What follows belongs to an exercise in optimizing a design on an open flow for a short achievable clock period and few clock cycles; a production flow would make more cautious choices.
In this exercise RTL edits were held to simulation tests only and were not proved equivalent to the original.
Power and IR drop assume default switching activity.

### flow/run.sh
#!/bin/bash
set -euo pipefail
MARGIN=${MARGIN:-8.5}
sed "s/SETUP_SLACK_MARGIN=[^ ]*/SETUP_SLACK_MARGIN=${MARGIN}/" standard.sh > standard_margin.sh
grep -q "SETUP_SLACK_MARGIN=${MARGIN}" standard_margin.sh
bash standard_margin.sh > make_flow.log 2>&1
### standard.sh
#!/bin/bash
# synth_recipe.tcl (not shown) runs the flow's synth.tcl, then flattens the netlist and writes it again
# the make line also repeats each setting of config.mk as NAME=value (left out here)
make -C /OpenROAD-flow-scripts/flow DESIGN_CONFIG=/design/flow/config.mk WORK_HOME=/design/flow/orfs CLKGATE_MAP_FILE= SYNTH_SCRIPT=/design/flow/synth_recipe.tcl "${@:-finish}"
### config.mk
export PLATFORM = sky130hd
export DESIGN_NAME = aaf_compositor
export DESIGN_NICKNAME = aaf_compositor
export VERILOG_FILES = /design/flow/design.v
export SDC_FILE = /design/flow/constraint.sdc
export NUM_CORES = 8
export LEC_CHECK = 0
export ABC_CLOCK_PERIOD_IN_PS = 2000
export CAP_MARGIN = 20
export CORE_MARGIN = 2
export CORE_UTILIZATION = 40
export PLACE_DENSITY = 0.55
export SETUP_SLACK_MARGIN = 5
export SLEW_MARGIN = 20
export SYNTH_MEMORY_MAX_BITS = 8192
### constraint.sdc
create_clock -name core_clock -period 12.0 [get_ports {clk}]
set_input_delay 2.4000 -clock core_clock [delete_from_list [all_inputs] [get_ports {clk}]]
set_output_delay 2.4000 -clock core_clock [all_outputs]
set_load 0.01 [all_outputs]
### design.v
module aaf_compositor (
    input  wire        clk,
    input  wire        rst,
    input  wire        start,
    input  wire [1:0]  cmd,
    input  wire [1:0]  depth,         
    input  wire        swap,
    input  wire        mirror_en,
    input  wire [7:0]  pal_idx,
    input  wire [15:0] width,
    input  wire [15:0] rows,
    input  wire [15:0] obj_x,         
    input  wire [15:0] blk_y,         
    input  wire [15:0] dest_x,        
    input  wire [15:0] dest_y,        
    input  wire [15:0] dest_stride,
    input  wire [15:0] dest_rows,
    input  wire [15:0] clip_x0,       
    input  wire [15:0] clip_y0,       
    input  wire [15:0] clip_x1,       
    input  wire [15:0] clip_y1,       
    input  wire [15:0] mirror_ofs,    
    input  wire [31:0] pal_addr,
    input  wire [31:0] dbuf_addr,
    input  wire [31:0] dest_addr,
    output wire        ready,
    output reg         done,
    output reg  [3:0]  status,
    output reg  [31:0] r0,
    output reg  [31:0] r1,
    output reg  [31:0] r2,
    output wire        mem_req,
    output wire        mem_we,
    output wire [31:0] mem_addr,
    output wire [31:0] mem_wdata,
    output wire [3:0]  mem_wstrb,
    input  wire [31:0] mem_rdata,
    input  wire        mem_ack
);
    localparam [3:0] ST_OK        = 4'd0;
    localparam [3:0] ST_BAD_PARAM = 4'd12;
    localparam [3:0] ST_BAD_CMD   = 4'd14;
    localparam [1:0] K_F = 2'd0, K_S = 2'd1, K_W = 2'd2, K_R = 2'd3;
    reg        ready_q;       
    reg [5:1]  stp;           
    reg        g_ok;          
    assign ready = ready_q;
    wire accept = ready_q && start;
    reg [1:0]  p_cmd, p_depth;
    reg        p_swap, p_mirror;
    reg [7:0]  p_idx;
    reg [15:0] p_width, p_rows, p_objx, p_blky, p_dx, p_dy, p_stride, p_drows;
    reg [15:0] p_cx0, p_cy0, p_cx1, p_cy1, p_mofs;
    reg [31:0] p_pal, p_dbuf, p_dest;
    wire isidx = !p_depth[1];
    reg [15:0]  cache_color [0:255];
    reg [255:0] cache_valid;
    reg        q0_v, q0_we, q0_last;
    reg [29:0] q0_addr;
    reg [31:0] q0_wdata;
    reg [3:0]  q0_strb;
    reg [1:0]  q0_kind;
    reg [7:0]  q0_idx;
    reg        q1_v, q1_we, q1_last;
    reg [29:0] q1_addr;
    reg [31:0] q1_wdata;
    reg [3:0]  q1_strb;
    reg [1:0]  q1_kind;
    reg [7:0]  q1_idx;
    assign mem_req   = q0_v;
    assign mem_we    = q0_we;
    assign mem_addr  = {q0_addr, 2'b00};
    assign mem_wdata = q0_wdata;
    assign mem_wstrb = q0_strb;
    wire qspace  = !q1_v;
    wire q0_free = !q0_v || mem_ack;
    reg        cq_v;
    reg [1:0]  cq_kind;
    reg [7:0]  cq_idx;
    reg [31:0] rd_q;
    wire [15:0] rq_color  = {rd_q[23:19], rd_q[15:10], rd_q[7:3]};
    wire [15:0] rq_result = p_swap ? {rq_color[7:0], rq_color[15:8]} : rq_color;
    wire        cq_s      = cq_v && (cq_kind == K_S);
    wire signed [20:0] ox   = {{5{p_objx[15]}}, p_objx};
    wire signed [20:0] by1  = {{5{p_blky[15]}}, p_blky};
    wire signed [20:0] dx0  = {{5{p_dx[15]}},   p_dx};
    wire signed [20:0] dy0  = {{5{p_dy[15]}},   p_dy};
    wire signed [20:0] cx0  = {{5{p_cx0[15]}},  p_cx0};
    wire signed [20:0] cy0  = {{5{p_cy0[15]}},  p_cy0};
    wire signed [20:0] cx1  = {{5{p_cx1[15]}},  p_cx1};
    wire signed [20:0] cy1  = {{5{p_cy1[15]}},  p_cy1};
    wire signed [20:0] mo   = {{5{p_mofs[15]}}, p_mofs};
    wire signed [20:0] wid  = {5'd0, p_width};
    wire signed [20:0] nrw  = {5'd0, p_rows};
    wire signed [20:0] strd = {5'd0, p_stride};
    wire signed [20:0] drw  = {5'd0, p_drows};
    reg signed [17:0] e_c0o, e_c0d, e_od, e_do, e_c1o, e_c1d, e_c0c1, g_x;
    reg signed [17:0] e_c0b, e_c0e, e_be, e_eb, e_c1b, e_c1e, e_yc0c1, g_y;
    wire signed [17:0] s_W = {2'd0, p_width},  s_S = {2'd0, p_stride};
    wire signed [17:0] s_R = {2'd0, p_rows},   s_D = {2'd0, p_drows};
    wire xa_ge_b = !e_c0o[17], xa_ge_c = !e_c0d[17], xb_ge_c = !e_od[17];
    wire xselA = xa_ge_b && xa_ge_c;
    wire xselB = !xselA && xb_ge_c;
    wire ya_ge_b = !e_c0b[17], ya_ge_c = !e_c0e[17], yb_ge_c = !e_be[17];
    wire yselA = ya_ge_b && ya_ge_c;
    wire yselB = !yselA && yb_ge_c;
    wire signed [20:0] c1_X1 = xselA ? cx0 : xselB ? ox : dx0;
    wire [15:0] c1_sxa  = xselA ? e_c0o[15:0] : xselB ? 16'd0 : e_do[15:0];
    wire [15:0] c1_col0 = xselA ? e_c0d[15:0] : xselB ? e_od[15:0] : 16'd0;
    wire [15:0] c1_sy0  = yselA ? e_c0b[15:0] : yselB ? 16'd0 : e_eb[15:0];
    wire [15:0] c1_row0 = yselA ? e_c0e[15:0] : yselB ? e_be[15:0] : 16'd0;
    wire xu_ab = e_c1o < s_W, xu_ac = e_c1d < s_S, xu_bc = g_x <= s_S;
    wire yu_ab = e_c1b < s_R, yu_ac = e_c1e < s_D, yu_bc = g_y <= s_D;
    wire xuselA = xu_ab && xu_ac;
    wire yuselA = yu_ab && yu_ac;
    wire [15:0] c1_sxb = xuselA ? e_c1o[15:0] : xu_bc ? p_width - 16'd1 : e_do[15:0] + p_stride - 16'd1;
    wire [15:0] c1_syb = yuselA ? e_c1b[15:0] : yu_bc ? p_rows - 16'd1  : e_eb[15:0] + p_drows - 16'd1;
    wire signed [20:0] c1_X2 = xuselA ? cx1 : xu_bc ? ox + wid - 21'sd1 : dx0 + strd - 21'sd1;
    wire c1_empty =
        (e_c0c1 > 18'sd0) || (e_c0o >= s_W) || (e_c0d >= s_S) ||
        e_c1o[17] || (p_width == 16'd0) || (e_od >= s_S) ||
        e_c1d[17] || (e_do >= s_W) || (p_stride == 16'd0) ||
        (e_yc0c1 > 18'sd0) || (e_c0b >= s_R) || (e_c0e >= s_D) ||
        e_c1b[17] || (p_rows == 16'd0) || (e_be >= s_D) ||
        e_c1e[17] || (e_eb >= s_R) || (p_drows == 16'd0);
    wire q_fast = (e_c0b <= 18'sd0) && !e_be[17];     
    wire q_empty = c1_empty;
    reg signed [20:0] X1, X2, Ssum;
    reg [15:0] sxa, sxb, col0, sy0, syb, row0;
    reg [16:0] bpr;           
    wire [16:0] c1_bpr = (p_depth == 2'd0) ? ({1'b0, p_width} + 17'd1) >> 1 :
                         (p_depth == 2'd1) ? {1'b0, p_width} : {p_width, 1'b0};
    reg  [16:0] c2_byteoff;   
    reg         c2_fast;      
    reg         p_rok;        
    wire [31:0] c2_fa    = fa_base;
    wire [16:0] c1_boA = (p_depth == 2'd0) ? {2'b0, e_c0o[15:1]} :
                         (p_depth == 2'd1) ? {1'b0, e_c0o[15:0]} : {e_c0o[15:0], 1'b0};
    wire [16:0] c1_boC = (p_depth == 2'd0) ? {2'b0, e_do[15:1]} :
                         (p_depth == 2'd1) ? {1'b0, e_do[15:0]} : {e_do[15:0], 1'b0};
    wire [31:0] c1_faA = p_dbuf + {15'd0, c1_boA};
    wire [31:0] c1_faC = p_dbuf + {15'd0, c1_boC};
    wire [31:0] c1_fa  = xselA ? c1_faA : xselB ? p_dbuf : c1_faC;
    wire [17:0] c1_span = (p_depth == 2'd0) ? {3'd0, c1_sxb[15:1] - c1_sxa[15:1]} :
                          (p_depth == 2'd1) ? {2'd0, c1_sxb - c1_sxa} : {1'b0, c1_sxb - c1_sxa, 1'b1};
    wire        z1ok   = (p_cmd == 2'd0) && (p_depth != 2'd3) && !q_empty && q_fast;
    wire [15:0] c2_dx    = sxb - sxa;
    wire [16:0] c2_nrows = {1'b0, syb - sy0} + 17'd1;
    wire [16:0] c2_npx   = {1'b0, c2_dx} + 17'd1;
    wire [17:0] c2_span  = span;
    wire [2:0]  c2_x0    = {1'b0, c2_fa[1:0]} + {1'b0, c2_span[1:0]};
    wire [16:0] c2_wc0   = c2_span[17:2] + 17'd1 + {16'd0, c2_x0[2]};
    wire        z2ok     = (c2_span[17:2] != 16'd0) || c2_x0[2];    
    reg [31:0] fa_base;
    reg [18:0] ppA [0:7];     
    reg [17:0] ppB [0:7];     
    reg [18:0] bpr3;
    integer ii;
    reg [17:0] strd3;
    reg [31:0] prodA_lo, prodA_hi, prodB_lo, prodB_hi;
    reg [16:0] n_px, n_rows;
    reg signed [20:0] colm0;
    reg        slow, fast;
    reg [17:0] span;
    reg [16:0] wbase;         
    reg [31:0] prodA, prodB;
    reg [30:0] d2c, d2m;
    reg signed [20:0] klo, khi;
    reg [2:0]  gapc;
    wire [16:0] gap_c = bpr - span[16:0];
    wire [31:0] c5_fa  = fa_base + prodA;
    wire [2:0]  c5_x0  = {1'b0, c5_fa[1:0]} + {1'b0, span[1:0]};
    wire [16:0] c5_wc0 = wbase + {16'd0, c5_x0[2]};
    reg [31:0] fifo [0:7];
    reg [2:0]  fwp, frp;
    reg [3:0]  fcnt;          
    reg [3:0]  f_used;        
    reg [16:0] f_rows;        
    reg [29:0] f_wa;          
    reg [16:0] f_wcnt;        
    reg [1:0]  f_falo;        
    reg [31:0] f_nfa;         
    reg        f_nok;         
    wire        f_want  = (f_rows != 17'd0) && (f_wcnt != 17'd0) && !f_used[3];
    wire        f_advok = (g_ok && f_nok) || (f_rows == 17'd1);
    reg         f_nsh;        
    reg  [16:0] wb_m1, wb_p1;                   
    wire [2:0]  f_nx    = {1'b0, f_nfa[1:0]} + {1'b0, span[1:0]};
    wire [16:0] f_nwc   = (f_nx[2] == f_nsh) ? wbase : f_nx[2] ? wb_p1 : wb_m1;
    function shw(input [1:0] lo, input [1:0] sp, input [2:0] gc);
        reg [1:0] la;
        begin
            la  = lo + sp;
            shw = ({1'b0, la} + gc) < 3'd4;
        end
    endfunction
    reg        x_act;
    reg [16:0] x_rows, x_rem, x_k;
    reg        x_r1, x_r2, n_1, n_2;    
    reg [2:0]  x_pos;
    reg        x_lane, x_rlane, x_first;
    reg [1:0]  x_falo;
    wire [3:0]  ppw    = (p_depth == 2'd0) ? 4'd8 : (p_depth == 2'd1) ? 4'd4 : 4'd2;
    wire [31:0] w_head  = fifo[frp];
    wire [31:0] w_head1 = fifo[frp + 3'd1];
    wire [63:0] xwin   = {w_head1, w_head};
    function [15:0] xpix(input [63:0] win, input [3:0] u, input [1:0] dep);
        reg [7:0] b;
        begin
            if (dep == 2'd0) begin
                b = win[8*u[3:1] +: 8];
                xpix = {12'd0, u[0] ? b[3:0] : b[7:4]};
            end else if (dep == 2'd1)
                xpix = {8'd0, win[8*u[2:0] +: 8]};
            else
                xpix = win[16*u[1:0] +: 16];
        end
    endfunction
    wire        x_cnt2    = !(slow || x_lane || x_r1);
    wire [3:0]  x_pos4    = {1'b0, x_pos};
    wire        x_strad   = x_cnt2 && (x_pos4 == ppw - 4'd1);
    wire        x_have    = x_strad ? (fcnt >= 4'd2) : (fcnt != 4'd0);
    wire [15:0] x_pa      = xpix(xwin, x_pos4, p_depth);
    wire [15:0] x_pb      = xpix(xwin, x_pos4 + 4'd1, p_depth);
    wire [3:0]  x_npos    = x_pos4 + (x_cnt2 ? 4'd2 : 4'd1);
    wire        x_adv     = x_npos >= ppw;
    wire [3:0]  x_pafter  = x_adv ? x_npos - ppw : x_npos;
    wire        x_rowend  = x_cnt2 ? x_r2 : x_r1;
    wire        x_lastrow = (x_rows == 17'd1);
    wire [1:0]  x_lalo    = x_falo + span[1:0];
    wire        x_sh      = ({1'b0, x_lalo} + gapc) < 3'd4;
    wire [1:0]  x_nfalo   = x_falo + bpr[1:0];
    wire [2:0]  x_npos0   = (p_depth == 2'd0) ? {x_nfalo, sxa[0]} :
                            (p_depth == 2'd1) ? {1'b0, x_nfalo} : {2'b0, x_nfalo[1]};
    wire signed [20:0] x_ks  = {4'd0, x_k};
    wire signed [20:0] x_ks1 = {4'd0, x_k} + 21'sd1;
    wire        x_mva     = (x_ks >= klo) && (x_ks <= khi);
    wire        x_mvb     = (x_ks1 >= klo) && (x_ks1 <= khi);
    reg        d_v, d_cnt2, d_first, d_last, d_cl, d_mva, d_mvb;
    reg [15:0] d_a, d_b;
    reg        l_v, l_cnt2, l_first, l_last, l_cl, l_mva, l_mvb;
    reg [15:0] l_a, l_b;
    function [255:0] dec256(input [7:0] ix);
        begin
            dec256 = 256'd0;
            dec256[ix] = 1'b1;
        end
    endfunction
    reg        s_v, s_cnt2, s_first, s_last, s_cl, s_mva, s_mvb, s_ma, s_mb, s_abeq;
    reg [15:0] s_a, s_b;
    reg [29:0] s_pa, s_pb;    
    reg [3:0]  s_issued;      
    reg [3:0]  pc_cnt;        
    wire       s_want = s_v && (s_ma || s_mb);
    wire [7:0] s_ridx = s_ma ? s_a[7:0] : s_b[7:0];
    reg        a_v, a_cnt2, a_first, a_last, a_cl, a_mva, a_mvb;
    reg        g_v, g_cnt2, g_first, g_last, g_cl, g_mva, g_mvb;    
    reg [15:0] g_ca, g_cb;
    reg [15:0] a_a, a_b;
    reg [3:0]  a_tag;
    reg [30:0] w_h, w_m, w_rowh, w_rowm;    
    reg        c_v, c_mv;                   
    reg [15:0] c_col;
    wire [3:0]  a_tagd = pc_cnt - a_tag;
    wire        a_tagok = !a_tagd[3];
    wire        a_fwa  = cq_s && (cq_idx == a_a[7:0]);
    wire        a_fwb  = cq_s && (cq_idx == a_b[7:0]);
    wire [15:0] a_lka = cache_color[a_a[7:0]];
    wire [15:0] a_lkb = cache_color[a_b[7:0]];
    wire [15:0] a_ca   = !isidx ? a_a : a_fwa ? rq_result : a_lka;
    wire [15:0] a_cb   = !isidx ? a_b : a_fwb ? rq_result : a_lkb;
    reg        m_v, m_cl, m_cnt2, m_m1en, m_m2en;
    reg [29:0] m_paddr, m_m1addr, m_m2addr;
    reg [31:0] m_pdata, m_m1data, m_m2data;
    reg [3:0]  m_pstrb, m_m1strb, m_m2strb;
    reg        k_v, k_cl, k_cnt2, k_m1en, k_m2en;
    reg [29:0] k_paddr, k_m1addr, k_m2addr;
    reg [31:0] k_pdata, k_m1data, k_m2data;
    reg [3:0]  k_pstrb, k_m1strb, k_m2strb;
    reg [1:0]  w_ph;
    wire [29:0] w_caddr = (w_ph == 2'd0) ? m_paddr : (w_ph == 2'd1) ? m_m1addr : m_m2addr;
    wire [31:0] w_cdata = (w_ph == 2'd0) ? m_pdata : (w_ph == 2'd1) ? m_m1data : m_m2data;
    wire [3:0]  w_cstrb = (w_ph == 2'd0) ? m_pstrb : (w_ph == 2'd1) ? m_m1strb : m_m2strb;
    wire        w_glast = (w_ph == 2'd0) ? !(m_m1en || m_m2en) : (w_ph == 2'd1) ? !m_m2en : 1'b1;
    wire r_want = stp[1] && p_rok;
    wire z_want = (stp[1] && z1ok) || (stp[2] && fast && z2ok) || (stp[5] && !fast);
    wire [29:0] z_addr = stp[1] ? c1_fa[31:2] : stp[2] ? fa_base[31:2] + 30'd1 : c5_fa[31:2];
    wire zr     = r_want || z_want;
    wire push_s = qspace && s_want;
    wire push_f = qspace && !s_want && f_want;
    wire push_w = qspace && !s_want && !f_want && m_v;
    wire push   = (qspace && zr) || push_s || push_f || push_w;
    reg        n_we, n_last;
    reg [29:0] n_addr;
    reg [31:0] n_wdata;
    reg [3:0]  n_strb;
    reg [1:0]  n_kind;
    always @(*) begin
        n_we    = 1'b0;
        n_last  = 1'b0;
        n_wdata = w_cdata;
        n_strb  = w_cstrb;
        if (r_want) begin
            n_kind = K_R;
            n_addr = p_pal[31:2] + {22'd0, p_idx};
        end else if (z_want) begin
            n_kind = K_F;
            n_addr = z_addr;
        end else if (s_want) begin
            n_kind = K_S;
            n_addr = s_ma ? s_pa : s_pb;
        end else if (f_want) begin
            n_kind = K_F;
            n_addr = f_wa;
        end else begin
            n_kind = K_W;
            n_we   = 1'b1;
            n_addr = w_caddr;
            n_last = m_cl && w_glast;
        end
    end
    wire w_pop  = push_w && w_glast;
    wire g_pass = g_v && !k_v;
    wire g_free = !g_v || g_pass;
    wire a_pass = a_v && a_tagok && g_free;
    wire a_free = !a_v || a_pass;
    wire s_ma2  = s_ma && !push_s;
    wire s_mb2  = s_mb && !(push_s && (!s_ma || s_abeq));
    wire s_pass = s_v && !s_ma2 && !s_mb2 && a_free;
    wire s_free = !s_v || s_pass;
    wire l_go   = l_v && s_free;
    wire l_free = !l_v || l_go;
    wire d_go   = d_v && l_free;
    wire d_free = !d_v || d_go;
    wire x_go   = x_act && d_free && x_have;
    wire [1:0] x_popn = !x_rowend ? {1'b0, x_adv} :
                       (!x_lastrow && x_sh) ? {1'b0, x_adv} :
                       ({1'b0, x_adv} + {1'b0, (x_pafter != 4'd0)});
    wire [3:0] fcnt_in  = fcnt + {3'd0, cq_v && cq_kind == K_F};
    wire [3:0] fused_in = f_used + {3'd0, push_f || (qspace && z_want)};
    wire l_va = cache_valid[l_a[7:0]];
    wire l_vb = cache_valid[l_b[7:0]];
    wire l_ma = isidx && !l_va && !(push_s && s_ridx == l_a[7:0]);
    wire l_mb = isidx && l_cnt2 && !l_vb && !(push_s && s_ridx == l_b[7:0]);
    wire [30:0] pl_h = g_first ? w_rowh : w_h;
    wire [30:0] pl_m = g_first ? w_rowm : w_m;
    wire        pl_flush = g_last || slow;
    wire [3:0]  pl_pstrb = g_cnt2 ? 4'b1111 : (pl_h[0] ? 4'b1100 : 4'b0011);
    wire [31:0] pl_pdata = g_cnt2 ? {g_cb, g_ca} : {g_ca, g_ca};
    reg  [3:0]  pl_m1strb, pl_m2strb;
    reg  [31:0] pl_m1data, pl_m2data;
    reg         pl_cv, pl_cmv;
    reg  [15:0] pl_ccol;
    always @(*) begin
        pl_m1strb = 4'b0000;
        pl_m2strb = 4'b0000;
        pl_m1data = {g_ca, g_cb};
        pl_m2data = {g_cb, g_cb};
        pl_cv     = 1'b0;
        pl_cmv    = c_mv;
        pl_ccol   = c_col;
        if (p_mirror) begin
            if (pl_m[0]) begin
                if (g_cnt2) begin
                    pl_m1strb = {{2{g_mva}}, {2{g_mvb}}};
                    pl_m1data = {g_ca, g_cb};
                end else if (pl_flush) begin
                    pl_m1strb = {{2{g_mva}}, 2'b00};
                    pl_m1data = {g_ca, g_ca};
                end else begin
                    pl_cv   = 1'b1;
                    pl_cmv  = g_mva;
                    pl_ccol = g_ca;
                end
            end else begin
                pl_m1strb = {{2{c_v && c_mv}}, {2{g_mva}}};
                pl_m1data = {c_col, g_ca};
                if (g_cnt2) begin
                    if (pl_flush) begin
                        pl_m2strb = {{2{g_mvb}}, 2'b00};
                        pl_m2data = {g_cb, g_cb};
                    end else begin
                        pl_cv   = 1'b1;
                        pl_cmv  = g_mvb;
                        pl_ccol = g_cb;
                    end
                end
            end
        end
    end
    wire [29:0] pl_paddr  = pl_h[30:1];
    wire [29:0] pl_m1addr = pl_m[30:1];
    wire [29:0] pl_m2addr = pl_m[30:1] - 30'd1;
    wire        pl_m1en   = |pl_m1strb;
    wire        pl_m2en   = |pl_m2strb;
    wire m_take = !m_v || w_pop;
    always @(posedge clk) begin
        if (rst) begin
            ready_q     <= 1'b1;
            stp         <= 5'd0;
            g_ok        <= 1'b0;
            done        <= 1'b0;
            status      <= ST_OK;
            r0          <= 32'd0;
            r1          <= 32'd0;
            r2          <= 32'd0;
            cache_valid <= 256'd0;
            q0_v        <= 1'b0;
            q1_v        <= 1'b0;
            cq_v        <= 1'b0;
            fwp         <= 3'd0;
            frp         <= 3'd0;
            fcnt        <= 4'd0;
            f_used      <= 4'd0;
            f_rows      <= 17'd0;
            x_act       <= 1'b0;
            l_v         <= 1'b0;
            d_v         <= 1'b0;
            s_v         <= 1'b0;
            s_issued    <= 4'd0;
            pc_cnt      <= 4'd0;
            a_v         <= 1'b0;
            g_v         <= 1'b0;
            c_v         <= 1'b0;
            m_v         <= 1'b0;
            k_v         <= 1'b0;
        end else begin
            done <= 1'b0;
            stp  <= {stp[4:1], 1'b0};
            if (ready_q) begin
                e_c0o   <= {{2{clip_x0[15]}}, clip_x0} - {{2{obj_x[15]}}, obj_x};
                e_c0d   <= {{2{clip_x0[15]}}, clip_x0} - {{2{dest_x[15]}}, dest_x};
                e_od    <= {{2{obj_x[15]}}, obj_x} - {{2{dest_x[15]}}, dest_x};
                e_do    <= {{2{dest_x[15]}}, dest_x} - {{2{obj_x[15]}}, obj_x};
                e_c1o   <= {{2{clip_x1[15]}}, clip_x1} - {{2{obj_x[15]}}, obj_x};
                e_c1d   <= {{2{clip_x1[15]}}, clip_x1} - {{2{dest_x[15]}}, dest_x};
                e_c0c1  <= {{2{clip_x0[15]}}, clip_x0} - {{2{clip_x1[15]}}, clip_x1};
                g_x     <= {{2{obj_x[15]}}, obj_x} - {{2{dest_x[15]}}, dest_x} + {2'd0, width};
                e_c0b   <= {{2{clip_y0[15]}}, clip_y0} - {{2{blk_y[15]}}, blk_y};
                e_c0e   <= {{2{clip_y0[15]}}, clip_y0} - {{2{dest_y[15]}}, dest_y};
                e_be    <= {{2{blk_y[15]}}, blk_y} - {{2{dest_y[15]}}, dest_y};
                e_eb    <= {{2{dest_y[15]}}, dest_y} - {{2{blk_y[15]}}, blk_y};
                e_c1b   <= {{2{clip_y1[15]}}, clip_y1} - {{2{blk_y[15]}}, blk_y};
                e_c1e   <= {{2{clip_y1[15]}}, clip_y1} - {{2{dest_y[15]}}, dest_y};
                e_yc0c1 <= {{2{clip_y0[15]}}, clip_y0} - {{2{clip_y1[15]}}, clip_y1};
                g_y     <= {{2{blk_y[15]}}, blk_y} - {{2{dest_y[15]}}, dest_y} + {2'd0, rows};
                p_rok    <= (cmd == 2'd2) && !(depth[1] || (depth == 2'd0 && pal_idx[7:4] != 4'd0));
                p_cmd    <= cmd;
                p_depth  <= depth;
                p_swap   <= swap;
                p_mirror <= mirror_en;
                p_idx    <= pal_idx;
                p_width  <= width;
                p_rows   <= rows;
                p_objx   <= obj_x;
                p_blky   <= blk_y;
                p_dx     <= dest_x;
                p_dy     <= dest_y;
                p_stride <= dest_stride;
                p_drows  <= dest_rows;
                p_cx0    <= clip_x0;
                p_cy0    <= clip_y0;
                p_cx1    <= clip_x1;
                p_cy1    <= clip_y1;
                p_mofs   <= mirror_ofs;
                p_pal    <= pal_addr;
                p_dbuf   <= dbuf_addr;
                p_dest   <= dest_addr;
            end
            if (accept) begin
                r0       <= 32'd0;
                r1       <= 32'd0;
                r2       <= 32'd0;
                status   <= ST_OK;
                ready_q  <= 1'b0;
                g_ok     <= 1'b0;
                stp      <= 5'b00001;
            end
            if (stp[1]) begin
                X1    <= c1_X1;
                X2    <= c1_X2;
                sxa   <= c1_sxa;
                sxb   <= c1_sxb;
                col0  <= c1_col0;
                sy0   <= c1_sy0;
                syb   <= c1_syb;
                row0  <= c1_row0;
                c2_byteoff <= (p_depth == 2'd0) ? {2'b0, c1_sxa[15:1]} :
                              (p_depth == 2'd1) ? {1'b0, c1_sxa} : {c1_sxa, 1'b0};
                c2_fast    <= q_fast;
                fast       <= q_fast;
                fa_base    <= c1_fa;
                span       <= c1_span;
                Ssum  <= ox + ox + wid + wid + mo - 21'sd1;
                bpr3  <= {2'd0, c1_bpr} + {1'b0, c1_bpr, 1'b0};
                strd3 <= {2'd0, p_stride} + {1'd0, p_stride, 1'b0};
                bpr   <= c1_bpr;
                case (p_cmd)
                    2'd0: begin
                        if (p_depth == 2'd3) begin
                            status  <= ST_BAD_PARAM;
                            done    <= 1'b1;
                            ready_q <= 1'b1;
                            stp     <= 5'd0;
                        end else if (c1_empty) begin
                            done    <= 1'b1;
                            ready_q <= 1'b1;
                            stp     <= 5'd0;
                        end
                    end
                    2'd1: begin
                        cache_valid <= 256'd0;
                        done        <= 1'b1;
                        ready_q     <= 1'b1;
                        stp         <= 5'd0;
                    end
                    2'd2: begin
                        stp <= 5'd0;
                        if (!r_want) begin
                            status  <= ST_BAD_PARAM;
                            done    <= 1'b1;
                            ready_q <= 1'b1;
                        end
                    end
                    default: begin
                        status  <= ST_BAD_CMD;
                        done    <= 1'b1;
                        ready_q <= 1'b1;
                        stp     <= 5'd0;
                    end
                endcase
            end
            if (stp[2]) begin
                n_px    <= c2_npx;
                n_1     <= (c2_dx == 16'd0);
                n_2     <= (c2_dx == 16'd1);
                n_rows  <= c2_nrows;
                wbase   <= c2_span[17:2] + 17'd1;
                colm0   <= Ssum - dx0 - X1;
                slow    <= p_mirror && (Ssum <= X2 + X2) && (Ssum >= X1 + X1);
                for (ii = 0; ii < 8; ii = ii + 1) begin
                    case (sy0[2*ii +: 2])
                        2'd0: ppA[ii] <= 19'd0;
                        2'd1: ppA[ii] <= {2'd0, bpr};
                        2'd2: ppA[ii] <= {1'b0, bpr, 1'b0};
                        default: ppA[ii] <= bpr3;
                    endcase
                    case (row0[2*ii +: 2])
                        2'd0: ppB[ii] <= 18'd0;
                        2'd1: ppB[ii] <= {2'd0, p_stride};
                        2'd2: ppB[ii] <= {1'b0, p_stride, 1'b0};
                        default: ppB[ii] <= strd3;
                    endcase
                end
                x_lane  <= p_dest[1] ^ (row0[0] & p_stride[0]) ^ col0[0];
                x_rlane <= p_dest[1] ^ (row0[0] & p_stride[0]) ^ col0[0];
                if (c2_fast) begin
                    f_rows <= c2_nrows;
                    f_wa   <= c2_fa[31:2] + (z2ok ? 30'd2 : 30'd1);
                    f_wcnt <= c2_wc0 - (z2ok ? 17'd2 : 17'd1);
                    f_falo <= c2_fa[1:0];
                    f_nfa  <= c2_fa;
                    f_nok  <= 1'b0;
                    x_act  <= 1'b1;
                    x_rows <= c2_nrows;
                    x_rem  <= c2_npx;
                    x_r1   <= (c2_dx == 16'd0);
                    x_r2   <= (c2_dx == 16'd1);
                    x_k    <= 17'd0;
                    x_pos  <= (p_depth == 2'd0) ? {c2_fa[1:0], sxa[0]} :
                              (p_depth == 2'd1) ? {1'b0, c2_fa[1:0]} : {2'b0, c2_fa[1]};
                    x_first <= 1'b1;
                    x_falo <= c2_fa[1:0];
                end
            end
            if (stp[3]) begin
                prodA_lo <= {13'd0, ppA[0]} + {11'd0, ppA[1], 2'd0} + {9'd0, ppA[2], 4'd0} + {7'd0, ppA[3], 6'd0};
                prodA_hi <= {5'd0, ppA[4], 8'd0} + {3'd0, ppA[5], 10'd0} + {1'd0, ppA[6], 12'd0} + {ppA[7][17:0], 14'd0};
                d2c   <= p_dest[31:1] + {15'd0, col0};
                d2m   <= p_dest[31:1] + {{10{colm0[20]}}, colm0};
                prodB_lo <= {14'd0, ppB[0]} + {12'd0, ppB[1], 2'd0} + {10'd0, ppB[2], 4'd0} + {8'd0, ppB[3], 6'd0};
                prodB_hi <= {6'd0, ppB[4], 8'd0} + {4'd0, ppB[5], 10'd0} + {2'd0, ppB[6], 12'd0} + {ppB[7], 14'd0};
                gapc  <= (gap_c > 17'd4) ? 3'd4 : gap_c[2:0];
                wb_m1 <= wbase - 17'd1;
                wb_p1 <= wbase + 17'd1;
                if (fast)
                    f_nsh <= shw(fa_base[1:0], span[1:0], (gap_c > 17'd4) ? 3'd4 : gap_c[2:0]);
                klo   <= colm0 - strd + 21'sd1;
                khi   <= colm0;
                g_ok  <= 1'b1;
            end
            if (stp[4]) begin
                prodA <= prodA_lo + prodA_hi;
                prodB <= prodB_lo + prodB_hi;
            end
            if (stp[5]) begin
                w_rowh <= d2c + prodB[30:0];
                w_rowm <= d2m + prodB[30:0];
                if (!fast) begin
                    f_rows <= n_rows;
                    f_wa   <= c5_fa[31:2] + 30'd1;
                    f_wcnt <= c5_wc0 - 17'd1;
                    f_falo <= c5_fa[1:0];
                    f_nsh  <= shw(c5_fa[1:0], span[1:0], gapc);
                    f_nfa  <= c5_fa;
                    f_nok  <= 1'b0;
                    x_act  <= 1'b1;
                    x_rows <= n_rows;
                    x_rem  <= n_px;
                    x_r1   <= n_1;
                    x_r2   <= n_2;
                    x_k    <= 17'd0;
                    x_pos  <= (p_depth == 2'd0) ? {c5_fa[1:0], sxa[0]} :
                              (p_depth == 2'd1) ? {1'b0, c5_fa[1:0]} : {2'b0, c5_fa[1]};
                    x_first <= 1'b1;
                    x_falo <= c5_fa[1:0];
                end
            end
            if (q0_free) begin
                if (q1_v) begin
                    q0_v     <= 1'b1;
                    q0_we    <= q1_we;
                    q0_last  <= q1_last;
                    q0_addr  <= q1_addr;
                    q0_wdata <= q1_wdata;
                    q0_strb  <= q1_strb;
                    q0_kind  <= q1_kind;
                    q0_idx   <= q1_idx;
                    q1_v     <= 1'b0;
                end else begin
                    q0_v     <= push;
                    q0_we    <= n_we;
                    q0_last  <= n_last;
                    q0_addr  <= n_addr;
                    q0_wdata <= n_wdata;
                    q0_strb  <= n_strb;
                    q0_kind  <= n_kind;
                    q0_idx   <= s_ridx;
                end
            end else if (push) begin
                q1_v     <= 1'b1;
                q1_we    <= n_we;
                q1_last  <= n_last;
                q1_addr  <= n_addr;
                q1_wdata <= n_wdata;
                q1_strb  <= n_strb;
                q1_kind  <= n_kind;
                q1_idx   <= s_ridx;
            end
            cq_v    <= q0_v && mem_ack;
            cq_kind <= q0_kind;
            cq_idx  <= q0_idx;
            rd_q    <= mem_rdata;
            if (q0_v && mem_ack && q0_kind == K_S)
                pc_cnt <= pc_cnt + 4'd1;
            if (q0_v && mem_ack && q0_last) begin
                done    <= 1'b1;
                ready_q <= 1'b1;
            end
            if (cq_v && cq_kind == K_R) begin
                r0      <= {16'd0, rq_result};
                done    <= 1'b1;
                ready_q <= 1'b1;
            end
            if (cq_s)
                cache_color[cq_idx] <= rq_result;
            if (cq_v && cq_kind == K_F) begin
                fifo[fwp] <= rd_q;
                fwp       <= fwp + 3'd1;
            end
            frp    <= x_go ? frp + {1'b0, x_popn} : frp;
            fcnt   <= x_go ? fcnt_in - {2'd0, x_popn} : fcnt_in;
            f_used <= x_go ? fused_in - {2'd0, x_popn} : fused_in;
            if (!f_nok && f_rows != 17'd0 && !stp[2] && !stp[5]) begin
                f_nfa <= f_nfa + {15'd0, bpr};
                f_nok <= 1'b1;
            end
            if (f_rows != 17'd0 && f_advok && (f_wcnt == 17'd0 || (push_f && f_wcnt == 17'd1))) begin
                f_rows <= f_rows - 17'd1;
                f_wa   <= f_nfa[31:2] + {29'd0, f_nsh};
                f_nsh  <= shw(f_nfa[1:0], span[1:0], gapc);
                f_wcnt <= f_nwc;
                f_falo <= f_nfa[1:0];
                f_nfa  <= f_nfa + {15'd0, bpr};
            end else if (push_f) begin
                f_wa   <= f_wa + 30'd1;
                f_wcnt <= f_wcnt - 17'd1;
            end
            if (x_go) begin
                d_a     <= x_pa;
                d_b     <= x_pb;
                d_cnt2  <= x_cnt2;
                d_first <= x_first;
                d_last  <= x_rowend;
                d_cl    <= x_rowend && x_lastrow;
                d_mva   <= x_mva;
                d_mvb   <= x_mvb;
                if (!x_rowend) begin
                    x_pos   <= x_pafter[2:0];
                    x_rem   <= x_rem - (x_cnt2 ? 17'd2 : 17'd1);
                    x_r1    <= x_cnt2 ? (x_rem == 17'd3) : (x_rem == 17'd2);
                    x_r2    <= x_cnt2 ? (x_rem == 17'd4) : (x_rem == 17'd3);
                    x_k     <= x_k + (x_cnt2 ? 17'd2 : 17'd1);
                    x_lane  <= x_lane ^ !x_cnt2;
                    x_first <= 1'b0;
                end else begin
                    x_rows  <= x_rows - 17'd1;
                    if (x_lastrow) x_act <= 1'b0;
                    x_pos   <= x_npos0;
                    x_rem   <= n_px;
                    x_r1    <= n_1;
                    x_r2    <= n_2;
                    x_k     <= 17'd0;
                    x_lane  <= x_rlane ^ p_stride[0];
                    x_rlane <= x_rlane ^ p_stride[0];
                    x_first <= 1'b1;
                    x_falo  <= x_nfalo;
                end
            end
            if (x_go)
                d_v <= 1'b1;
            else if (d_go)
                d_v <= 1'b0;
            if (d_go) begin
                l_a     <= d_a;
                l_b     <= d_b;
                l_cnt2  <= d_cnt2;
                l_first <= d_first;
                l_last  <= d_last;
                l_cl    <= d_cl;
                l_mva   <= d_mva;
                l_mvb   <= d_mvb;
            end
            if (d_go)
                l_v <= 1'b1;
            else if (l_go)
                l_v <= 1'b0;
            if (push_s) begin
                cache_valid[s_ridx] <= 1'b1;
                r2 <= r2 + 32'd1;
            end
            s_issued <= s_issued + {3'd0, push_s};
            if (l_go) begin
                s_v     <= 1'b1;
                s_a     <= l_a;
                s_b     <= l_b;
                s_cnt2  <= l_cnt2;
                s_first <= l_first;
                s_last  <= l_last;
                s_cl    <= l_cl;
                s_mva   <= l_mva;
                s_mvb   <= l_mvb;
                s_ma    <= l_ma;
                s_mb    <= l_mb;
                s_abeq  <= (l_a[7:0] == l_b[7:0]);
                s_pa    <= p_pal[31:2] + {22'd0, l_a[7:0]};
                s_pb    <= p_pal[31:2] + {22'd0, l_b[7:0]};
            end else begin
                s_ma <= s_ma2;
                s_mb <= s_mb2;
                if (s_pass)
                    s_v <= 1'b0;
            end
            if (s_pass) begin
                a_v     <= 1'b1;
                a_a     <= s_a;
                a_b     <= s_b;
                a_cnt2  <= s_cnt2;
                a_first <= s_first;
                a_last  <= s_last;
                a_cl    <= s_cl;
                a_mva   <= s_mva;
                a_mvb   <= s_mvb;
                a_tag   <= s_issued + {3'd0, push_s};
            end else if (a_pass)
                a_v <= 1'b0;
            if (a_pass) begin
                g_v     <= 1'b1;
                g_ca    <= a_ca;
                g_cb    <= a_cb;
                g_cnt2  <= a_cnt2;
                g_first <= a_first;
                g_last  <= a_last;
                g_cl    <= a_cl;
                g_mva   <= a_mva;
                g_mvb   <= a_mvb;
            end else if (g_pass)
                g_v <= 1'b0;
            if (g_pass) begin
                w_h   <= pl_h + (g_cnt2 ? 31'd2 : 31'd1);
                w_m   <= pl_m - (g_cnt2 ? 31'd2 : 31'd1);
                c_v   <= pl_cv;
                c_mv  <= pl_cmv;
                c_col <= pl_ccol;
                if (g_first) begin
                    w_rowh <= w_rowh + {15'd0, p_stride};
                    w_rowm <= w_rowm + {15'd0, p_stride};
                end
            end
            if (push_w) begin
                if (w_ph == 2'd0) r0 <= r0 + (m_cnt2 ? 32'd2 : 32'd1);
                else r1 <= r1 + {31'd0, w_cstrb[3]} + {31'd0, w_cstrb[0]};
                if (!w_glast)
                    w_ph <= (w_ph == 2'd0 && m_m1en) ? 2'd1 : 2'd2;
            end
            if (m_take) begin
                w_ph <= 2'd0;
                if (k_v) begin
                    m_v      <= 1'b1;
                    m_cl     <= k_cl;
                    m_cnt2   <= k_cnt2;
                    m_paddr  <= k_paddr;
                    m_pdata  <= k_pdata;
                    m_pstrb  <= k_pstrb;
                    m_m1en   <= k_m1en;
                    m_m1addr <= k_m1addr;
                    m_m1data <= k_m1data;
                    m_m1strb <= k_m1strb;
                    m_m2en   <= k_m2en;
                    m_m2addr <= k_m2addr;
                    m_m2data <= k_m2data;
                    m_m2strb <= k_m2strb;
                    k_v      <= 1'b0;
                end else begin
                    m_v      <= g_pass;
                    m_cl     <= g_cl;
                    m_cnt2   <= g_cnt2;
                    m_paddr  <= pl_paddr;
                    m_pdata  <= pl_pdata;
                    m_pstrb  <= pl_pstrb;
                    m_m1en   <= pl_m1en;
                    m_m1addr <= pl_m1addr;
                    m_m1data <= pl_m1data;
                    m_m1strb <= pl_m1strb;
                    m_m2en   <= pl_m2en;
                    m_m2addr <= pl_m2addr;
                    m_m2data <= pl_m2data;
                    m_m2strb <= pl_m2strb;
                end
            end else if (g_pass) begin
                k_v      <= 1'b1;
                k_cl     <= g_cl;
                k_cnt2   <= g_cnt2;
                k_paddr  <= pl_paddr;
                k_pdata  <= pl_pdata;
                k_pstrb  <= pl_pstrb;
                k_m1en   <= pl_m1en;
                k_m1addr <= pl_m1addr;
                k_m1data <= pl_m1data;
                k_m1strb <= pl_m1strb;
                k_m2en   <= pl_m2en;
                k_m2addr <= pl_m2addr;
                k_m2data <= pl_m2data;
                k_m2strb <= pl_m2strb;
            end
        end
    end
endmodule
==> results.py, run 1 <==
metrics = {
    "synthesis": {
        "synth.yosys.seq_area_share_pct": 55.8,
        "syn-instance-count": 26200,
        "synthArstFlopShare_pct": 0,
        "ys_ff_latch": 7326,
        "synth_edf_count": 6892,
        "synth_area_mm2": 0.387,
        "syn_area_per_cell_um2": 14.8,
        "ys.flop_type": "edfxtp_1",
        "yosys.cell_types.count": 111,
        "ys_warn_count": 3,
    },
    "routing": {
        "postRouteAntennaNets": 0,
        "vias_per_cell": 6.17,
        "drtPass1Iterations": 6,
        "vias": 263000,
        "wire_per_inst_um": 33.8,
        "drtIter0Drc": 34000,
        "drc_errors": 0,
        "routed_wl_mm": 1440,
    },
    "timing": {
        "post-route-min-period_ns": 5.17,
        "timing.hold.ws_ns": 0.399,
        "maxSlewHeadroom_pct": 21.7,
        "setup_viol": 0,
        "max_clock_freq_mhz": 193,
        "skew_ns": 0.115,
        "tns_ns": 0,
        "drv_slew": 0,
        "period_share_pct": 43.1,
        "worst_slew_pin_slew_ns": 1.17,
        "hold_violations": 0,
        "rsz0062_at_grt": "yes",
    },
    "global_route": {
        "antenna_found_initial": 201,
        "grtUsageMet3_pct": 6.67,
        "grtUsageMet2_pct": 42.2,
        "grt_busiest_layer": "met2",
        "grt_pass1_vias": 253000,
        "grt_pass1_wl_mm": 1970,
        "track_usage_pct": 28.4,
        "grt_util_met1_pct": 40.1,
        "grt_max_degree": 255,
        "grt_remaining_overflow": 0,
    },
    "finish": {
        "multi_input_area_mm2": 0.179,
        "area_growth_pct": 24.2,
        "mostFrequentLayoutCells": "edfxtp_1 (6892), mux4_2 (2939), buf_4 (1677), nor2_1 (1378), nand2_1 (1343)",
        "ff_latch_area_mm2": 0.216,
        "fillers": 80600,
        "nets": 30800,
        "layout_commonest_cell": "edfxtp_1",
        "drive_gt1_share_pct": 35.1,
    },
    "die": {
        "ios": 526,
        "die_h_um": 987,
        "num_rows": 361,
        "dieArea_mm2": 0.975,
        "initial_utilization_pct": 40.1,
        "die_w_um": 987,
        "coreArea_mm2": 0.965,
    },
    "worst_hold_path": {
        "holdPathStages": 0,
        "hold_path_class": "reg -> reg",
    },
    "clocking": {
        "cts_made_buffers": 825,
        "h-tree-depth": 6,
        "clk-insertion-delay-late_ns": 1.13,
        "clk_pin_slew_ns": 0.06,
        "clockBufferDepth": 5,
        "numClockSinks": 7326,
        "ctsHoldBuffers": 0,
        "tritoncts": "built",
        "root_buffer": "clkbuf_16",
    },
    "placement": {
        "port_buffers": 520,
        "dp_hpwl_mm": 905,
        "place.gp.congestion": 0.925,
    },
    "outcome": {
        "status": "complete, no violations",
    },
    "critical_path": {
        "cpMaxStageDelayCell": "edfxtp_1",
        "cpPeakStageDelay_ns": 0.42,
        "cp.arrival_ns": 6.01,
        "critPathCaptureType": "register",
        "cp_max_fo": 5,
        "cp-start-kind": "register",
        "critical_path.most_common_cell": "a21o_1",
        "critPathRequiredTime_ns": 12.84,
        "reg2reg_depth": 27,
        "reg2reg_slack_ns": 6.83,
        "path_class": "reg -> reg",
    },
    "power": {
        "power.leakage_uw": 0.166,
        "vdd_drop_max_mv": 0.147,
        "powerDensity_mw_per_mm2": 130,
    },
    "run": {
        "maxCapViolCount": 0,
    },
}
==> worst paths after layout <==
path	startpoint	end
worst max-delay path	p_stride[1]	c2_span[11]
worst min-delay path	l_a[10]	s_a[10]
worst max register to register	p_stride[1]	c2_span[11]
worst min register to register	l_a[10]	s_a[10]
==> critical path, delay by kind of cell (launching register included) <==
kind	cells	cell delay [ns]
fa+ha+maj	2	0.46
simple gates	3	0.31
xor+xnor	1	0.14
buf+inv	5	0.65
flops	1	0.42
mux	1	0.33
compound gates	15	2.56
==> through the flow <==
stage                     util [%]  std cells  area [um^2]  worst slack (ns)  total power [uW]
after floorplan                  -      26200       387000              1.01             32900
after global placement        42.5      38800       410000              4.37             35100
after detailed placement      42.5      38800       410000              4.44             35100
after CTS                     48.6      41800       469000              6.98             61800
after global routing          49.8      42500       480000              6.70             64200
final                         49.8      42500       480000              6.83             62500
==> cell type report <==
| class | instances | share of cell area, % |
|---|---|---|
| Sequential cell | 7326 | 45.0 |
| Multi-Input combinational cell | 16300 | 37.2 |
| Timing Repair Buffer | 3345 | 8.01 |
| Clock buffer | 1028 | 4.54 |
| Tap cell | 12900 | 3.36 |
| Clock inverter | 473 | 0.946 |
| Inverter | 1040 | 0.885 |
| Antenna cell | 127 | 0.0662 |
| Timing Repair inverter | 4 | 0.00729 |
==> metal layers <==
layer  up-vias  routed length, um
li1     109000                  -
met1    137000             579000
met2     13900             629000
met3      2468             156000
met4       106              73800
met5         -                710
==> power by group <==
group | switching (uW) | internal, uW
Combinational | 4650 | 3350
Clock | 10800 | 14500
Sequential | 457 | 28700
==> sequential cells by signal, indices dropped and copies added (netlist names), 32 cells and up, named ones only <==
name	flops
k_pdata	32
ppB	143
m_pdata	32
fifo	256
cache_color	4096
cache_valid	256
fa_base	32
m_m1data	32
prodA	32
q1_wdata	32
f_nfa	32
r0	32
r2	32
r1	32
p_dbuf	32
ppA	151
rd_q	32
k_m1data	32
q0_wdata	32
==> logic make-up (layout without fill, tap and decap cells) <==
family                   Yosys count  count (layout)  share of synthesized area (%)
other                              1             129                       0.000970
flip-flops                      7326            7326                           55.8
AO/OA/AOI/OAI                   4288            4291                           7.07
multiplexers                    4037            4039                           20.1
AND/OR/NAND/NOR                 5202            5205                           6.21
buffers and inverters           2570            5890                           2.60
XOR/XNOR                        1161            1161                           2.63
adder cells (fa/ha/maj)         1611            1611                           5.63
==> what timing repair did <==
item | CTS | global route
pin swaps | 1104 | 1034
buffers inserted | 1389 | 558
gates cloned | 160 | 26
endpoints found under the hold margin | 0 | 0
endpoints found under the setup margin | 7999 | 2659
gates resized for setup | 4780 | 1401
==> Yosys cell counts (35+ instances only) <==
library cell,instances,area [um^2]
clkbuf_1,1047,3930
fa_1,218,4360
nor3_1,326,1630
xnor2_1,790,6920
ha_1,1393,17400
mux4_2,2939,66200
o31ai_1,93,698
a311oi_1,37,324
buf_2,295,1480
mux2i_1,643,6440
a21boi_0,109,818
nand4_1,130,813
mux2_2,455,5120
a221oi_1,35,307
nand2_1,1421,5330
nand3b_1,60,450
o21bai_1,81,608
and3_1,204,1280
and2_1,75,469
a211oi_1,296,2220
xor2_1,371,3250
nor2b_1,309,1930
or2_2,35,219
nor2_1,1788,6710
nand3_1,393,1970
a21oi_1,1049,5250
a22oi_1,275,2060
o21ai_1,36,180
nand2b_1,159,995
a211o_1,47,412
o211ai_1,142,1070
a31oi_1,89,557
o22ai_1,88,551
a22o_1,157,1380
a2111oi_0,35,307
dfxtp_1,434,8690
a21o_1,241,1810
or3_1,85,532
inv_1,1030,3870
o21ai_0,1102,5520
o21a_1,144,1080
nor4_1,99,619
edfxtp_1,6892,207000
buf_1,170,638
Testbench counts, summed over its fixed seeds: cycles 48,507.
==> inputs of run 2 (changes only) <==
--- a/config.mk
+++ b/config.mk
@@ -5,7 +5,7 @@
 export SDC_FILE = /design/flow/constraint.sdc
 export NUM_CORES = 8
 export LEC_CHECK = 0
-export ABC_CLOCK_PERIOD_IN_PS = 2000
+export ABC_CLOCK_PERIOD_IN_PS = 4000
 export CAP_MARGIN = 20
 export CORE_MARGIN = 2
 export CORE_UTILIZATION = 40
==> run 2 against run 1 <==
Effect of this change:
- still clean
- clock power is essentially flat
- non-clock buffer count stayed put
- worst setup slack unchanged
- core utilization is the same
- global-route usage did not move
- largest cell class unchanged
- largest power group unchanged
==> results.py, run 2 <==
metrics = {
    "critical_path": {
        "cp-start-kind": "register",
        "critical_path.most_common_cell": "a21o_1",
        "startpoint": "p_stride[1]",
        "reg2reg_to": "c2_span[11]",
        "cpPeakStageDelay_ns": 0.42,
        "reg2reg_slack_ns": 6.83,
        "critPathCaptureType": "register",
        "crit_end": "c2_span[11]",
        "reg2reg_depth": 27,
        "r2r_start": "p_stride[1]",
        "critPathRequiredTime_ns": 12.84,
        "cpMaxStageDelayCell": "edfxtp_1",
        "path_class": "reg -> reg",
        "cp.arrival_ns": 6.01,
        "cp_max_fo": 5,
    },
    "power": {
        "power.leakage_uw": 0.166,
        "p_int_uw": 46500,
        "pwr-share-seq_pct": 46.6,
        "p_sw_uw": 16000,
        "netSwitchingFraction_pct": 25.5,
        "vdd_drop_max_mv": 0.147,
        "combPwrFrac_pct": 12.8,
        "p_clk_share_pct": 40.6,
        "powerDensity_mw_per_mm2": 130,
    },
    "die": {
        "die_h_um": 987,
        "num_rows": 361,
        "die_w_um": 987,
        "ios": 526,
        "dieArea_mm2": 0.975,
        "initial_utilization_pct": 40.1,
        "coreArea_mm2": 0.965,
    },
    "synthesis": {
        "synth.top_cell.area_share_pct": 53.5,
        "synth_edf_count": 6892,
        "synth.yosys.seq_area_share_pct": 55.8,
        "ys.flop_type": "edfxtp_1",
        "synth_common_cells": "edfxtp_1 (6892), mux4_2 (2939), nor2_1 (1788), nand2_1 (1421), ha_1 (1393)",
        "synth_area_leaders": "edfxtp_1 (54%), mux4_2 (17%), ha_1 (4.5%)",
        "syn_area_per_cell_um2": 14.8,
        "synth_area_mm2": 0.387,
        "yosysTopAreaCell": "edfxtp_1",
        "ys_ff_latch": 7326,
        "synthArstFlopShare_pct": 0,
        "ys_warn_count": 3,
        "syn-instance-count": 26200,
        "synth.most_common_cell": "edfxtp_1",
        "yosys.cell_types.count": 111,
    },
    "clocking": {
        "h-tree-depth": 6,
        "root_buffer": "clkbuf_16",
        "tritoncts": "built",
        "clk-insertion-delay-late_ns": 1.13,
        "clk_pin_slew_ns": 0.06,
        "numClockSinks": 7326,
        "cts_made_buffers": 825,
        "ctsHoldBuffers": 0,
        "clockBufferDepth": 5,
    },
    "routing": {
        "postRouteAntennaNets": 0,
        "wire_per_inst_um": 33.8,
        "vias_per_cell": 6.17,
        "drtIter0Drc": 34000,
        "drtPass1Iterations": 6,
        "drc_errors": 0,
        "routed_wl_mm": 1440,
        "vias": 263000,
    },
    "timing": {
        "post-route-min-period_ns": 5.17,
        "worst_slew_pin_slew_ns": 1.17,
        "maxSlewHeadroom_pct": 21.7,
        "max_clock_freq_mhz": 193,
        "drv_slew": 0,
        "tns_ns": 0,
        "period_share_pct": 43.1,
        "rsz0062_at_grt": "yes",
        "setup_viol": 0,
        "skew_ns": 0.115,
        "hold_violations": 0,
    },
    "worst_hold_path": {
        "hold_path_class": "reg -> reg",
        "hold_start": "l_a[10]",
    },
    "global_route": {
        "grt_pass1_wl_mm": 1970,
        "antenna_found_initial": 201,
        "track_usage_pct": 28.4,
        "grt_pass1_vias": 253000,
        "grt_max_degree": 255,
        "grt_remaining_overflow": 0,
    },
    "finish": {
        "mostFrequentLayoutCells": "edfxtp_1 (6892), mux4_2 (2939), buf_4 (1677), nor2_1 (1378), nand2_1 (1343)",
        "regMostFlops": "cache_color",
        "instances_no_fill": 42500,
        "area_growth_pct": 24.2,
        "largest_reg_flops": 4096,
        "drive_gt1_share_pct": 35.1,
        "layout_commonest_cell": "edfxtp_1",
        "top_regs": "cache_color x4096, cache_valid x256, fifo x256",
        "nets": 30800,
    },
    "placement": {
        "dp_cells": 38800,
        "place.gp.congestion": 0.925,
        "port_buffers": 520,
        "dp_hpwl_mm": 905,
    },
    "outcome": {
        "status": "complete, no violations",
    },
    "run": {
        "maxCapViolCount": 0,
    },
}
run 2: cell counts in the layout (fill, tap and decap cells not counted):
No cell type changed its count.
run 2: kinds of logic after synthesis:
group	share of synthesized area, %
DFF	55.8
and+or+nand+nor	6.21
AOI/OAI and AO/OA	7.07
muxes	20.1
buffers and inverters	2.60
adders and majority gates	5.63
xor gates and xnor gates	2.63
other	0.000970
run 2: how the worst min path moves through the flow:
stage,endpoint,slack (ns),depth (start not counted)
6_report,s_a[10],0.40,0
5_1_grt,prodB[5],0.41,0
4_1_cts,s_a[12],0.41,0
3_5_place_dp,l_b[0],0.40,0
3_3_place_gp,prodA_hi[8],0.40,0
2_1_floorplan,a_a[10],0.40,0
run 2: repair_timing:
action / CTS / global route
setup endpoints to repair: 7999 / 2659
gates cloned: 160 / 26
pin swaps: 1104 / 1034
buffers inserted: 1389 / 558
gates resized for setup: 4780 / 1401
run 2: critical path, delay by kind of cell (launching register included):
family | cells | cell delay [ns]
adders and majority gates | 2 | 0.46
and+or+nand+nor | 3 | 0.31
xor gates and xnor gates | 1 | 0.14
muxes | 1 | 0.33
buffers and inverters | 5 | 0.65
AOI/OAI and AO/OA | 15 | 2.56
DFF | 1 | 0.42
run 2: final cells by class:
class	instances	area [um^2]
antenna	127	318
sequential	7326	216000
timing repair buffer	3345	38500
inverter	1040	4250
fill	80600	484000
timing repair inverter	4	35.0
clock buffer	1028	21800
clock inverter	473	4550
multi-input combinational	16300	179000
tap	12900	16100
run 2: metrics by stage:
stage | utilization [%] | worst slack [ns] | cell area, um^2 | hold slack [ns] | total power (uW)
5_1_grt | 49.8 | 6.70 | 480000 | 0.413 | 64200
2_1_floorplan | - | 1.01 | 387000 | 0.400 | 32900
6_report | 49.8 | 6.83 | 480000 | 0.399 | 62500
3_5_place_dp | 42.5 | 4.44 | 410000 | 0.405 | 35100
4_1_cts | 48.6 | 6.98 | 469000 | 0.411 | 61800
3_3_place_gp | 42.5 | 4.37 | 410000 | 0.404 | 35100
run 2: power by group through the flow:
stage               Combinational, uW  Sequential [uW]  Clock, uW
floorplan                        3450            29500          0
global placement                 5400            29700          0
detailed placement               5480            29700          0
CTS                              7060            29100      25700
global route                     8490            29100      26600
finish                           8000            29100      25300
run 2: routing by layer:
| layer | up-vias | GRT usage (%) | part of all wire, % | wire length [um] |
|---|---|---|---|---|
| met5 | - | 0 | 0.049 | 710 |
| met4 | 106 | 11.9 | 5.1 | 73800 |
| met3 | 2468 | 6.67 | 11 | 156000 |
| met2 | 13900 | 42.2 | 44 | 629000 |
| met1 | 137000 | 40.1 | 40 | 579000 |
| li1 | 109000 | - | - | - |

separate check: timing with driven ports:
Ports are ideal in the flow. The routed layouts listed here were re-timed in OpenROAD. Step 1 (the two cells are an assumption about what drives the block):
set clk [get_ports {clk}]
set_driving_cell -lib_cell sky130_fd_sc_hd__clkbuf_16 $clk
set_driving_cell -lib_cell sky130_fd_sc_hd__buf_2 [delete_from_list [all_inputs] $clk]
Step 2 moves the port delays by t, midway between the first and last clock arrival at a register: inputs arrive t later, outputs are due t later. That takes back most of the time a late clock gives input paths. Three values: ideal ports, drivers, drivers and shift; two values: the first two.
| run | shift t [ns] | setup WS [ns] | hold WS [ns] | slew at the worst register clock pin (ns) |
|---|---|---|---|---|
| run 1 | 1.224 | 6.831 / 6.831 / 5.778 | 0.399 / 0.399 / 0.399 | 0.07 / 0.07 |
| run 2 | 1.224 | 6.831 / 6.831 / 5.778 | 0.399 / 0.399 / 0.399 | 0.07 / 0.07 |
After both steps every run listed still meets setup and hold.
